Background: an optimization exercise with open tools, aiming at small area, a short achievable clock period and few clock cycles. Do not read the settings as production practice. Only simulation tests tie the RTL to the original design; equivalence was not proved. No activity file was given, so power comes from the tool's default toggle rates.

<file path="design/flow/config.mk">
export PLATFORM = sky130hd
export DESIGN_NAME = intq_mm
export DESIGN_NICKNAME = intq_mm
export VERILOG_FILES = /design/flow/design.v
export SDC_FILE = /design/flow/constraint.sdc
export NUM_CORES = 4
export LEC_CHECK = 0
export CAP_MARGIN = 20
export CORE_MARGIN = 2
export CORE_UTILIZATION = 40
export PLACE_DENSITY = 0.6
export SLEW_MARGIN = 20
</file>
<file path="design/flow/constraint.sdc">
create_clock -name core_clock -period 16.0 [get_ports {clk}]
set_input_delay 3.2000 -clock core_clock [delete_from_list [all_inputs] [get_ports {clk}]]
set_output_delay 3.2000 -clock core_clock [all_outputs]
set_load 0.01 [all_outputs]
</file>
<file path="design/flow/design.v">
module intq_mm (
    input  wire        clk,
    input  wire        rst,           
    input  wire        start,
    input  wire [2:0]  mode,          
    input  wire [15:0] rows,
    input  wire [15:0] cols,
    input  wire [31:0] src0,          
    input  wire [31:0] src1,          
    input  wire [31:0] bias_base,     
    input  wire [31:0] out_base,      
    input  wire [31:0] thr_base,      
    input  wire [15:0] thr_stride,
    input  wire [7:0]  z_a,
    input  wire [7:0]  z_out,
    input  wire [31:0] fold_m,
    input  wire [7:0]  fold_n,
    output wire        busy,
    output reg         done,
    output wire [31:0] result,
    output wire        mem_req,
    output wire        mem_we,
    output wire [31:0] mem_addr,
    output wire [31:0] mem_wdata,
    output wire [3:0]  mem_wstrb,
    input  wire        mem_gnt,
    input  wire        mem_rvalid,
    input  wire [31:0] mem_rdata
);
    localparam [1:0] S_IDLE = 2'd0, S_SET = 2'd1, S_RUN = 2'd2;
    reg [1:0]  state;
    reg        pol, wb4, k2;
    reg [15:0] n_cols, n_rows;
    reg [7:0]  za;
    reg [3:0]  zo;
    reg [31:0] fm;
    reg [4:0]  n1s, n2s;           
    reg        n1big, n2big;       
    reg [17:0] tinc;               
    reg        h0a, h0b;           
    reg [1:0]  wdelta;             
    reg [31:2] wa;                 
    reg [31:2] sb0;                
    reg [31:2] bia;                
    reg [31:2] tw;                 
    reg        ht;                 
    reg [31:0] oa0, oa1;           
    assign result = oa1;           
    localparam [2:0] I_BIAS = 3'd0, I_ACT0 = 3'd1, I_ACT1 = 3'd2, I_THR = 3'd3, I_DONE = 3'd4;
    localparam [2:0] OP_BIAS = 3'd0, OP_WGT = 3'd1, OP_ACT0 = 3'd2, OP_ACT1 = 3'd3, OP_THR = 3'd4;
    localparam [2:0] P_WA = 3'd0, P_ACT = 3'd1, P_BIA = 3'd2, P_TW = 3'd3, P_TL = 3'd4,
                     P_OA0 = 3'd5, P_OA1 = 3'd6, P_SET = 3'd7;
    localparam TGW = 10;
    reg [2:0]  iph;
    reg [15:0] ir;                 
    reg [15:0] k;                  
    reg [2:0]  tk;                 
    reg [5:0]  wq;                 
    reg        rq_claim;           
    reg [1:0]  wph;
    reg [7:0]  wb0, wb1;
    reg         pl_v, pl_we;
    reg [2:0]   pl_sel;
    reg [15:0]  pl_off;
    reg [TGW-1:0] pl_tag;
    reg [7:0]   pl_byte;
    reg        rq_v, rq_we;
    reg [31:2] rq_a;
    reg [3:0]  rq_strb;
    reg [7:0]  rq_byte;
    assign mem_req   = rq_v;
    assign mem_we    = rq_we;
    assign mem_addr  = {rq_a, 2'b00};
    assign mem_wdata = {4{rq_byte}};
    assign mem_wstrb = rq_strb;
    reg [TGW-1:0] tq [0:3];
    reg [1:0]  tq_wp, tq_rp;
    reg [2:0]  tq_n;
    reg [15:0] pr;                 
    wire       win8    = !wb4;
    wire [5:0] wq1     = wq + 6'd1;
    wire       need_w  = win8 ? (wq1 >= 6'd8) : (wq1 >= 6'd16);
    wire [15:0] k1     = k + 16'd1;
    wire [16:0] c2     = {k, 1'b0};
    wire [16:0] c2p    = {k1, 1'b0};
    wire        c_lt   = c2 < {1'b0, n_cols};
    wire        c_eq   = c2 == {1'b0, n_cols};
    wire        cp_lt  = c2p < {1'b0, n_cols};
    wire        cp_eq  = c2p == {1'b0, n_cols};
    wire        k0     = (k == 16'd0);
    wire        k_last = h0a ? !(cp_lt || cp_eq) : !cp_lt;
    wire [2:0]  nwl    = k2 ? 3'd1 : 3'd7;     
    wire        tk_last = (tk == nwl);
    wire [15:0] ir1    = ir + 16'd1;
    wire        row_last = (ir1 == n_rows);
    wire [15:0] dofs   = ({1'b0, n_cols} + {16'd0, h0a}) >> 1;    
    wire        alo0 = !(k0 && h0a) && (c_lt || (h0a && c_eq));
    wire        ahi0 = h0a ? c_lt : (cp_lt || cp_eq);
    wire        alo1 = !(k0 && h0b) && (c_lt || (h0b && c_eq));
    wire        ahi1 = h0b ? c_lt : (cp_lt || cp_eq);
    wire [3:0]  pos0 = wq[3:0] - {3'd0, h0a};
    wire [3:0]  pos1 = wq[3:0] - {3'd0, h0b};
    wire [3:0]  tidx = {tk, 1'b0} - {3'd0, ht};
    wire [3:0]  tidh = {tk, 1'b1} - {3'd0, ht};
    wire        tvlo = !(tk == 3'd0 && ht) && (k2 ? tidx < 4'd3 : tidx < 4'd15);
    wire        tvhi = k2 ? tidh < 4'd3 : tidh < 4'd15;
    wire        row_end_ok = !rq_claim || pol;
    wire        rq_free = !rq_v || mem_gnt;
    wire        pl_take = pl_v && rq_free && (pl_we || tq_n != 3'd4);
    wire        pl_room = !pl_v || pl_take;
    reg         nx_v, nx_we;
    reg [2:0]   nx_sel;
    reg [15:0]  nx_off;
    reg [TGW-1:0] nx_tag;
    always @(*) begin
        nx_v   = 1'b0;
        nx_we  = 1'b0;
        nx_sel = P_WA;
        nx_off = k;
        nx_tag = {OP_WGT, 7'd0};
        if (state == S_RUN) begin
            if (wph != 2'd0) begin
                nx_v = 1'b1; nx_we = 1'b1; nx_sel = (wph == 2'd1) ? P_OA0 : P_OA1;
            end else begin
                case (iph)
                    I_BIAS: begin
                        nx_v   = (n_cols != 16'd0) || row_end_ok;
                        nx_sel = P_BIA;
                        nx_tag = {OP_BIAS, 6'd0, n_cols == 16'd0};
                    end
                    I_ACT0: begin
                        nx_v = 1'b1;
                        if (need_w) begin
                            nx_sel = P_WA;
                            nx_tag = {OP_WGT, 7'd0};
                        end else begin
                            nx_sel = P_ACT;
                            nx_tag = {OP_ACT0, pos0, alo0, ahi0, 1'b0};
                        end
                    end
                    I_ACT1: begin
                        nx_v   = !k_last || row_end_ok;
                        nx_sel = P_ACT;
                        nx_off = k + dofs;
                        nx_tag = {OP_ACT1, pos1, alo1, ahi1, k_last};
                    end
                    I_THR: begin
                        nx_v   = !(tk_last && row_last) || (pr == ir && wph == 2'd0);
                        nx_sel = tk_last ? P_TL : P_TW;
                        nx_tag = {OP_THR, tidx, tvlo, tvhi, tk_last};
                    end
                    default: ;
                endcase
            end
        end
    end
    wire        plan = pl_room && nx_v;
    reg  [31:0] ad_a, ad_b;
    always @(*) begin
        case (pl_sel)
            P_WA:    begin ad_a = {wa, 2'b00};     ad_b = 32'd4; end
            P_ACT:   begin ad_a = {sb0, 2'b00};    ad_b = {14'd0, pl_off, 2'b00}; end
            P_BIA:   begin ad_a = {bia, 2'b00};    ad_b = 32'd4; end
            P_TW:    begin ad_a = {tw, 2'b00};     ad_b = 32'd4; end
            P_TL:    begin ad_a = {tw, ht, 1'b0};  ad_b = {{14{tinc[17]}}, tinc}; end
            P_OA0:   begin ad_a = oa0;             ad_b = 32'd1; end
            P_OA1:   begin ad_a = oa1;             ad_b = 32'd1; end
            default: begin ad_a = oa0;             ad_b = k2 ? ({16'd0, n_rows} + 32'd3) >> 2
                                                             : ({16'd0, n_rows} + 32'd1) >> 1; end
        endcase
    end
    wire [31:0] ad_sum  = ad_a + ad_b;
    wire [31:0] ad_addr = (pl_sel == P_ACT) ? ad_sum : ad_a;
    wire [TGW-1:0] t0 = tq[tq_rp];
    wire [2:0]  t0_op   = t0[9:7];
    wire [3:0]  t0_p    = t0[6:3];
    wire        t0_vlo  = t0[2];
    wire        t0_vhi  = t0[1];
    wire        t0_last = t0[0];
    reg [47:0]  win;
    wire [3:0]  pA_hi = t0_p + 4'd1;
    wire [3:0]  nlo = t0_p - 4'd4;
    wire [3:0]  nhi = pA_hi - 4'd4;
    wire [2:0]  blo = t0_p[2:0] - 3'd2;
    wire [2:0]  bhi = pA_hi[2:0] - 3'd2;
    reg  [7:0]  wsel_lo, wsel_hi;
    always @(*) begin
        if (wb4) begin
            wsel_lo = {4'd0, win[{nlo, 2'b00} +: 4]};
            wsel_hi = {4'd0, win[{nhi, 2'b00} +: 4]};
        end else begin
            wsel_lo = win[{blo, 3'b000} +: 8];
            wsel_hi = win[{bhi, 3'b000} +: 8];
        end
    end
    wire [8:0]  wz_lo = t0_vlo ? ({1'b0, wsel_lo} - {1'b0, za}) : 9'd0;
    wire [8:0]  wz_hi = t0_vhi ? ({1'b0, wsel_hi} - {1'b0, za}) : 9'd0;
    reg         v1;
    reg [2:0]   op1;
    reg [3:0]   p1;
    reg         vlo1, vhi1, last1;
    reg [31:0]  d1;
    reg [8:0]   wl1, wh1;
    wire signed [24:0] pr_lo = $signed(wl1) * $signed(d1[15:0]);
    wire signed [24:0] pr_hi = $signed(wh1) * $signed(d1[31:16]);
    wire        act1 = (op1 == OP_ACT0 || op1 == OP_ACT1);
    reg         v2;
    reg [2:0]   op2;
    reg [3:0]   p2;
    reg         vlo2, vhi2, last2;
    reg [24:0]  x2, y2;
    wire [31:0] d2 = {y2[15:0], x2[15:0]};
    reg [31:0]  acc0, acc1;
    reg         f0, f1;            
    reg [3:0]   lv0, lv1;
    reg         xfer;              
    wire [31:0] acc_s = (op2 == OP_ACT1) ? acc1 : acc0;
    wire [31:0] acc_n = acc_s + {{7{x2[24]}}, x2} + {{7{y2[24]}}, y2};
    wire [3:0]  kmax = k2 ? 4'd3 : 4'd15;
    wire [3:0]  p2_hi = p2 + 4'd1;
    wire        lt0_lo = $signed(acc0[15:0]) < $signed(d2[15:0]);
    wire        lt0_hi = $signed(acc0[15:0]) < $signed(d2[31:16]);
    wire        lt1_lo = $signed(acc1[15:0]) < $signed(d2[15:0]);
    wire        lt1_hi = $signed(acc1[15:0]) < $signed(d2[31:16]);
    reg  [3:0]  tl0, tl1;
    reg         tf0, tf1;
    always @(*) begin
        tl0 = lv0; tf0 = f0;
        if (!tf0 && vlo2 && lt0_lo) begin tl0 = p2; tf0 = 1'b1; end
        if (!tf0 && vhi2 && lt0_hi) begin tl0 = p2_hi; tf0 = 1'b1; end
        tl1 = lv1; tf1 = f1;
        if (!tf1 && vlo2 && lt1_lo) begin tl1 = p2; tf1 = 1'b1; end
        if (!tf1 && vhi2 && lt1_hi) begin tl1 = p2_hi; tf1 = 1'b1; end
    end
    wire        thr_ev = v2 && op2 == OP_THR && last2;
    localparam [2:0] R_IDLE = 3'd0, R_SHL = 3'd1, R_MUL = 3'd2, R_SHR = 3'd3, R_FIN = 3'd4, R_OUT = 3'd5;
    reg [2:0]   rph;
    reg         rsec;              
    reg [31:0]  rt;                
    reg [31:0]  rbuf;              
    reg signed [32:0] rs;          
    reg [4:0]   rcnt;
    reg [3:0]   rl0, rl1;          
    wire [4:0]  rdig = {(rcnt[2:0] == 3'd7) ? rt[3] : 1'b0, rt[3:0]};
    wire signed [36:0] rprod = $signed(fm) * $signed(rdig);
    wire signed [36:0] rnext = ($signed({{4{rs[32]}}, rs}) + rprod) >>> 4;
    wire [3:0]  rv = rs[32] ? 4'd0 :
                     (rs > $signed({29'd0, kmax})) ? kmax : rs[3:0];
    wire [3:0]  rlev0 = rv + zo;
    wire [3:0]  rlev  = k2 ? {2'b00, rlev0[1:0]} : rlev0;
    reg [7:0]   pb0, pb1;
    wire [15:0] pr1 = pr + 16'd1;
    wire [1:0]  slot = k2 ? pr[1:0] : {1'b0, pr[0]};
    wire        pk_full = (k2 ? (slot == 2'd3) : (slot == 2'd1)) || (pr1 == n_rows);
    wire        rq_ev_ok = (rph == R_OUT) && !(pk_full && wph != 2'd0);
    wire        pk_ev = thr_ev || rq_ev_ok;
    wire [3:0]  pl0 = pol ? tl0 : rl0;
    wire [3:0]  pl1 = pol ? tl1 : rl1;
    wire [2:0]  sh  = k2 ? {slot, 1'b0} : {slot[0], 2'b00};
    wire [7:0]  nb0 = (slot == 2'd0 ? 8'd0 : pb0) | ({4'd0, pl0} << sh);
    wire [7:0]  nb1 = (slot == 2'd0 ? 8'd0 : pb1) | ({4'd0, pl1} << sh);
    assign busy = (state != S_IDLE);
    wire all_done = (iph == I_DONE) && (pr == n_rows) && (wph == 2'd0) && !pl_v && !rq_v;
    always @(posedge clk) begin
        if (rst) begin
            state <= S_IDLE;
            done  <= 1'b0;
            rq_v  <= 1'b0;
            pl_v  <= 1'b0;
            tq_wp <= 2'd0;
            tq_rp <= 2'd0;
            tq_n  <= 3'd0;
            v1    <= 1'b0;
            v2    <= 1'b0;
            xfer  <= 1'b0;
            rph   <= R_IDLE;
            wph   <= 2'd0;
            iph   <= I_DONE;
            rq_claim <= 1'b0;
        end else begin
            done <= 1'b0;
            case (state)
                S_IDLE: if (start) begin
                    pol    <= mode[0];
                    wb4    <= mode[1];
                    k2     <= mode[2];
                    n_rows <= rows;
                    n_cols <= cols;
                    za     <= z_a;
                    zo     <= z_out[3:0];
                    fm     <= fold_m;
                    n1s    <= fold_n[7] ? 5'd0 - fold_n[4:0] : 5'd0;
                    n1big  <= fold_n[7] && (fold_n <= 8'hE0);
                    n2s    <= fold_n[7] ? 5'd0 : fold_n[4:0];
                    n2big  <= !fold_n[7] && (fold_n >= 8'd32);
                    tinc   <= {1'b0, (thr_stride != 16'd0) ? thr_stride : (mode[2] ? 16'd3 : 16'd15), 1'b0}
                              - (mode[2] ? 18'd4 : 18'd28);
                    h0a    <= src1[1];
                    h0b    <= src1[1] ^ cols[0];
                    wdelta <= (cols[0] ? (mode[1] ? 2'd0 : 2'd3) : (src1[1] ? 2'd2 : 2'd0));
                    wa     <= src0[31:2];
                    wq     <= mode[1] ? {3'b010, src0[1:0], 1'b0} : {4'b0010, src0[1:0]};
                    sb0    <= src1[31:2];
                    bia    <= bias_base[31:2];
                    tw     <= thr_base[31:2];
                    ht     <= thr_base[1];
                    oa0    <= out_base;
                    oa1    <= out_base;
                    ir     <= 16'd0;
                    k      <= 16'd0;
                    tk     <= 3'd0;
                    pr     <= 16'd0;
                    iph    <= I_BIAS;
                    pl_sel <= P_SET;
                    if (rows == 16'd0) begin
                        done <= 1'b1;
                    end else begin
                        state <= S_SET;
                    end
                end
                S_SET: begin
                    oa1   <= ad_sum;
                    state <= S_RUN;
                end
                S_RUN: if (all_done) begin
                    state <= S_IDLE;
                    done  <= 1'b1;
                end
                default: state <= S_IDLE;
            endcase
            if (rq_free) rq_v <= 1'b0;
            if (pl_take) begin
                rq_v    <= 1'b1;
                rq_we   <= pl_we;
                rq_a    <= ad_addr[31:2];
                rq_strb <= pl_we ? (4'b0001 << ad_a[1:0]) : 4'b0000;
                rq_byte <= pl_byte;
                case (pl_sel)
                    P_WA:  wa  <= ad_sum[31:2];
                    P_BIA: bia <= ad_sum[31:2];
                    P_TW:  tw  <= ad_sum[31:2];
                    P_TL:  begin tw <= ad_sum[31:2]; ht <= ad_sum[1]; end
                    P_OA0: oa0 <= ad_sum;
                    P_OA1: oa1 <= ad_sum;
                    default: ;
                endcase
                if (!pl_we) begin
                    tq[tq_wp] <= pl_tag;
                    tq_wp <= tq_wp + 2'd1;
                end
            end
            if (pl_take) pl_v <= 1'b0;
            tq_n <= tq_n + ((pl_take && !pl_we) ? 3'd1 : 3'd0) - (mem_rvalid && state == S_RUN ? 3'd1 : 3'd0);
            if (mem_rvalid && state == S_RUN) tq_rp <= tq_rp + 2'd1;
            if (plan) begin
                pl_v    <= 1'b1;
                pl_we   <= nx_we;
                pl_sel  <= nx_sel;
                pl_off  <= nx_off;
                pl_tag  <= nx_tag;
                pl_byte <= (wph == 2'd1) ? wb0 : wb1;
                if (nx_we) begin
                    wph <= (wph == 2'd1) ? 2'd2 : 2'd0;
                end else begin
                    case (iph)
                        I_BIAS: begin
                            if (n_cols != 16'd0) iph <= I_ACT0;
                            else if (pol) iph <= I_THR;
                            else begin
                                rq_claim <= 1'b1;
                                ir  <= ir1;
                                iph <= row_last ? I_DONE : I_BIAS;
                            end
                        end
                        I_ACT0: begin
                            if (need_w) wq <= wq - (win8 ? 6'd4 : 6'd8);
                            else        iph <= I_ACT1;
                        end
                        I_ACT1: begin
                            if (k_last) begin
                                k   <= 16'd0;
                                wq  <= wq + 6'd2 + {{4{wdelta[1]}}, wdelta};
                                if (pol) iph <= I_THR;
                                else begin
                                    rq_claim <= 1'b1;
                                    ir  <= ir1;
                                    iph <= row_last ? I_DONE : I_BIAS;
                                end
                            end else begin
                                k   <= k1;
                                wq  <= wq + 6'd2;
                                iph <= I_ACT0;
                            end
                        end
                        I_THR: begin
                            if (tk_last) begin
                                tk  <= 3'd0;
                                ir  <= ir1;
                                iph <= row_last ? I_DONE : I_BIAS;
                            end else begin
                                tk  <= tk + 3'd1;
                            end
                        end
                        default: ;
                    endcase
                end
            end
            v1 <= mem_rvalid && state == S_RUN && t0_op != OP_WGT;
            if (mem_rvalid) begin
                op1   <= t0_op;
                p1    <= t0_p;
                vlo1  <= t0_vlo;
                vhi1  <= t0_vhi;
                last1 <= t0_last;
                d1    <= mem_rdata;
                wl1   <= wz_lo;
                wh1   <= wz_hi;
                if (t0_op == OP_WGT) win <= {mem_rdata, win[47:32]};
            end
            v2 <= v1;
            if (v1) begin
                op2   <= op1;
                p2    <= p1;
                vlo2  <= vlo1;
                vhi2  <= vhi1;
                last2 <= last1;
                x2    <= act1 ? pr_lo : {9'd0, d1[15:0]};
                y2    <= act1 ? pr_hi : {9'd0, d1[31:16]};
            end
            xfer <= v2 && last2 && (op2 == OP_BIAS || op2 == OP_ACT1) && !pol;
            if (v2) begin
                case (op2)
                    OP_BIAS: begin
                        acc0 <= d2;
                        acc1 <= d2;
                        f0   <= 1'b0;
                        f1   <= 1'b0;
                        lv0  <= kmax;
                        lv1  <= kmax;
                    end
                    OP_ACT0: acc0 <= acc_n;
                    OP_ACT1: acc1 <= acc_n;
                    OP_THR: begin
                        lv0 <= tl0; f0 <= tf0;
                        lv1 <= tl1; f1 <= tf1;
                    end
                    default: ;
                endcase
            end
            case (rph)
                R_IDLE: if (xfer) begin
                    rt   <= acc0;
                    rbuf <= acc1;
                    rsec <= 1'b0;
                    rs   <= 33'd0;
                    rcnt <= n1s;
                    rph  <= R_SHL;
                end
                R_SHL: begin
                    if (n1big) begin
                        rph  <= R_FIN;
                    end else if (rcnt[4:2] != 3'd0) begin
                        rcnt <= rcnt - 5'd4;
                        rt   <= {rt[27:0], 4'd0};
                    end else if (rcnt[1:0] != 2'd0) begin
                        rcnt <= rcnt - 5'd1;
                        rt   <= {rt[30:0], 1'b0};
                    end else begin
                        rph  <= R_MUL;
                    end
                end
                R_MUL: begin
                    rs   <= n2big && rcnt[2:0] == 3'd7 ? 33'd0 : rnext[32:0];
                    rt   <= {4'd0, rt[31:4]};
                    rcnt <= rcnt + 5'd1;
                    if (rcnt[2:0] == 3'd7) begin
                        rcnt <= n2s;
                        rph  <= n2big ? R_FIN : R_SHR;
                    end
                end
                R_SHR: begin
                    if (rcnt[4:2] != 3'd0) begin
                        rcnt <= rcnt - 5'd4;
                        rs   <= rs >>> 4;
                    end else if (rcnt[1:0] != 2'd0) begin
                        rcnt <= rcnt - 5'd1;
                        rs   <= rs >>> 1;
                    end else begin
                        rph  <= R_FIN;
                    end
                end
                R_FIN: begin
                    rs   <= 33'd0;
                    rcnt <= n1s;
                    if (!rsec) begin
                        rl0  <= rlev;
                        rt   <= rbuf;
                        rsec <= 1'b1;
                        rph  <= R_SHL;
                    end else begin
                        rl1  <= rlev;
                        rph  <= R_OUT;
                    end
                end
                R_OUT: if (rq_ev_ok) begin
                    rph      <= R_IDLE;
                    rq_claim <= 1'b0;
                end
                default: rph <= R_IDLE;
            endcase
            if (pk_ev) begin
                pr <= pr1;
                if (pk_full) begin
                    wb0 <= nb0;
                    wb1 <= nb1;
                    wph <= 2'd1;
                end else begin
                    pb0 <= nb0;
                    pb1 <= nb1;
                end
            end
        end
    end
endmodule
</file>
<file path="design/flow/run.sh">
#!/bin/bash
# synth_recipe.tcl (not shown) runs the flow's synth.tcl, then flattens the netlist and writes it again
# the make line also repeats each setting of config.mk as NAME=value (left out here)
make -C /OpenROAD-flow-scripts/flow DESIGN_CONFIG=/design/flow/config.mk WORK_HOME=/design/flow/orfs CLKGATE_MAP_FILE= SYNTH_SCRIPT=/design/flow/synth_recipe.tcl finish
</file>
==> notes.md <==
per-stage QoR:
| stage | worst slack (ns) | cells | cell area (sq um) | total power [mW] |
|---|---|---|---|---|
| 4_1_cts | 8.42 | 9383 | 78600 | 9.95 |
| 3_3_place_gp | 7.72 | 9187 | 74900 | 7.28 |
| 3_5_place_dp | 7.66 | 9187 | 74900 | 7.35 |
| 5_1_grt | 8.26 | 9395 | 78700 | 10.6 |
| 2_1_floorplan | 4.86 | 6779 | 68800 | 6.24 |
| 6_report | 8.57 | 9396 | 78700 | 9.88 |
layout make-up:
class	count	area, sq um
Sequential cell	886	26300
Clock inverter	72	926
Clock buffer	124	2740
Tap cell	2310	2890
Timing Repair Buffer	471	4580
Multi-Input combinational cell	4927	38900
Inverter	596	2240
Fill cell	16100	92700
Antenna cell	10	25.0
cell usage in the layout (no fill, tap or decap), types with 38 or more instances in the layout:
| cell type | n |
|---|---|
| xor2_1 | 135 |
| xnor2_1 | 203 |
| ha_1 | 404 |
| a22oi_1 | 38 |
| mux4_2 | 65 |
| a21o_1 | 105 |
| nand4_1 | 41 |
| a211oi_1 | 60 |
| nor2b_1 | 56 |
| nand2_1 | 889 |
| edfxtp_1 | 860 |
| nand2b_1 | 72 |
| fa_1 | 409 |
| clkbuf_16 | 106 |
| nand3_1 | 101 |
| a21oi_1 | 344 |
| nor2_1 | 400 |
| nor3_1 | 76 |
| o21ai_0 | 374 |
| buf_4 | 71 |
| o22ai_1 | 59 |
| clkdlybuf4s50_1 | 396 |
| mux2i_1 | 145 |
| a31oi_1 | 70 |
| inv_1 | 592 |
| mux2_2 | 99 |
| and2_1 | 272 |
cell families (layout without fill, tap and decap cells):
logic type               after synthesis  in the layout  share of synthesized area
AO/OA/AOI/OAI                       1348           1348                      0.123
XOR/XNOR                             340            340                     0.0435
adder cells (fa/ha/maj)              814            814                      0.193
buffers and inverters                966           1263                     0.0551
flip-flops                           886            886                      0.383
multiplexers                         309            309                     0.0585
other                                  1             12                  0.0000545
AND/OR/NAND/NOR                     2114           2114                      0.144
power groups by stage:
| stage | combinational (mW) | clock [mW] | sequential (mW) |
|---|---|---|---|
| final | 4.39 | 2.56 | 2.92 |
| after global routing | 4.98 | 2.70 | 2.94 |
| after CTS | 4.42 | 2.61 | 2.92 |
| after detailed placement | 4.38 | 0 | 2.97 |
| after global placement | 4.31 | 0 | 2.97 |
| after floorplan | 3.36 | 0 | 2.87 |
cell usage after synthesis (75+ instances only):
master    instances
a21oi_1         345
and2_1          273
inv_1           593
edfxtp_1        860
nand2b_1         75
nor3_1           83
mux2i_1         145
nand2_1         890
a21o_1          105
fa_1            409
xnor2_1         204
clkbuf_1        287
nor2_1          406
ha_1            405
xor2_1          135
o21ai_0         375
nand3_1         101
mux2_2           99
worst max-delay path, stage by stage, from the launching register on:
cell       delay [ns]
edfxtp_1         0.44
ha_1             0.22
ha_1             0.45
nand2_1          0.10
buf_4            0.28
or2_2            0.35
fa_1             0.51
fa_1             0.53
fa_1             0.53
fa_1             0.54
fa_1             0.48
nor2b_1          0.17
o2111ai_1        0.15
a21boi_0         0.32
o21ai_1          0.21
o31ai_1          0.55
o221ai_1         0.32
o21ai_1          0.51
a31o_2           0.28
xnor2_1          0.12
o22ai_1          0.10
metal layers:
metal	up-vias	global-route usage
met4	2	0.0866
met5	-	0
met1	25700	0.314
met3	297	0.0279
met2	1709	0.358
li1	24200	-
worst paths after layout:
path,slack [ns],to,from
max,8.57,rs[27],rcnt[0]
min,0.41,p2[3],p1[3]
max reg2reg,8.57,rs[27],rcnt[0]
min reg2reg,0.41,p2[3],p1[3]
sequential cells by signal, summed over array words and instances (netlist names), 30 cells and up, named ones only:
register	count
rbuf	32
d1	32
fm	32
rs	33
oa0	32
acc0	32
win	48
bia	30
wa	30
tq	40
rq_a	30
tw	30
rt	32
sb0	30
oa1	32
acc1	32
==> flow_metrics.env <==
export IMPL_wl_met1_microns=88600
export IMPL_num_vias=51900
export IMPL_critPathCaptureType="flip-flop"
export IMPL_drt_iter0_drc=4400
export IMPL_synth_edf_count=860
export IMPL_p_leak_nw=31.5
export IMPL_synth_main_ff_cell="edfxtp_1"
export IMPL_grt_overflow_total=0
export IMPL_die_area_sq_um=175000
export IMPL_cts_setup_buffers=0
export IMPL_wl_met2_microns=92400
export IMPL_intPower_mw=6.18
export IMPL_layout_nets=8104
export IMPL_crit_arrival_ns=7.89
export IMPL_powerDensity_nw_per_um2=126
export IMPL_grt_usage=0.225
export IMPL_wl_per_cell_microns=21.3
export IMPL_p_clk_frac=0.259
export IMPL_dr_pass1_iters=7
export IMPL_period_minus_slack_ns=7.43
export IMPL_finalSetupViolCount=0
export IMPL_crit_fanout=33
export IMPL_ys_warn_count=1
export IMPL_syn_cell_area_sq_um=68800
export IMPL_outcome="finished clean"
export IMPL_viasPerCell=5.52
export IMPL_path_class="reg -> reg"
export IMPL_fin_worst_skew_ns=0.0493
export IMPL_place_congestion=0.914
export IMPL_hold_path_depth=0
export IMPL_syn_instance_count=6778
export IMPL_pwr_share_comb=0.445
export IMPL_wl_met3_microns=11700
export IMPL_top_layer_used="met5"
export IMPL_critPathLaunchType="flip-flop"
export IMPL_start_util=0.402
export IMPL_path_clk_slew_ns=0.06
export IMPL_tightestPinTransition_ns=1.13
export IMPL_drv_slew=0
export IMPL_ios=408
export IMPL_wirelength_microns=200000
export IMPL_syn_area_per_cell_sq_um=10.2
export IMPL_critical_path_required_ns=16.46
export IMPL_synthArstFlopShare=0
export IMPL_fp_coreArea_sq_um=171000
export IMPL_p_sw_frac=0.375
export IMPL_tns_ns=0
export IMPL_utilization=0.459
export IMPL_maxCapViolations=0
export IMPL_clock_sinks=886
export IMPL_vdd_ir_drop_max_v=0.000130
export IMPL_synth_cell_types=102
export IMPL_grt_max_degree=95
export IMPL_htree_levels=3
export IMPL_relSlewSlack=0.244
export IMPL_rsz0062_at_grt="no"
export IMPL_insertion_delay_ns=0.75
export IMPL_min_path_type="reg -> reg"
export IMPL_cts_root_buf="clkbuf_16"
export IMPL_rows=152
export IMPL_rr_worst_depth=20
export IMPL_io_buffers=397
export IMPL_p_sw_mw=3.70
export IMPL_synth_largest_area_cell="edfxtp_1"
export IMPL_synthTopCellsByArea="edfxtp_1, fa_1, ha_1"
export IMPL_clock_fmax_ghz=0.135
export IMPL_cts_hold_fix_buffers=0
export IMPL_cts_resized=0
export IMPL_die_y_microns=419
export IMPL_final_layout_size_suffix_gt1_frac=0.0698
export IMPL_cts_tree="yes"
export IMPL_antenna_found_initial=15
export IMPL_grt_pass1_vias=51500
export IMPL_ys_seq_area_frac=0.383
export IMPL_final_period_utilization=0.464
export IMPL_drc=0
export IMPL_clk_path_buf_depth=3
export IMPL_ant_nets=0
export IMPL_synth_seq_cells=886
export IMPL_cts_buffers=104
export IMPL_hold_viol=0
export IMPL_hold_slack_ns=0.407
export IMPL_dp_hpwl_microns=149000
export IMPL_die_x_microns=419
export IMPL_synth_top_area_frac=0.375
export IMPL_p_seq_frac=0.296
export IMPL_grt_pass1_wl_microns=308000
export IMPL_synthToLayoutAreaGrowth_pct=14.3
Testbench counts, summed over its fixed seeds: cycles 113,003.

[afterwards: timing with drivers on the ports]
In the flow no input, the clock included, has a driving cell. The finished layout below was timed again as built, in two steps. Step 1, drivers: a clkbuf_16 drives clk and a buf_2 each remaining input, both assumed. Step 2 also shifts input and output timing later by t, the mid clock arrival at the registers, as if the neighbouring blocks saw the same clock. a / b / c = ideal / step 1 / step 2; a / b = the first two.
t (ns): 0.816
slack for setup (ns): 8.573 / 8.573 / 8.036
hold WS [ns]: 0.407 / 0.407 / 0.407
worst setup path at the end: input to register
After both steps this run still meets setup and hold. The setup slack of this run moves by 0.000 ns with the drivers and by -0.537 ns with both steps.
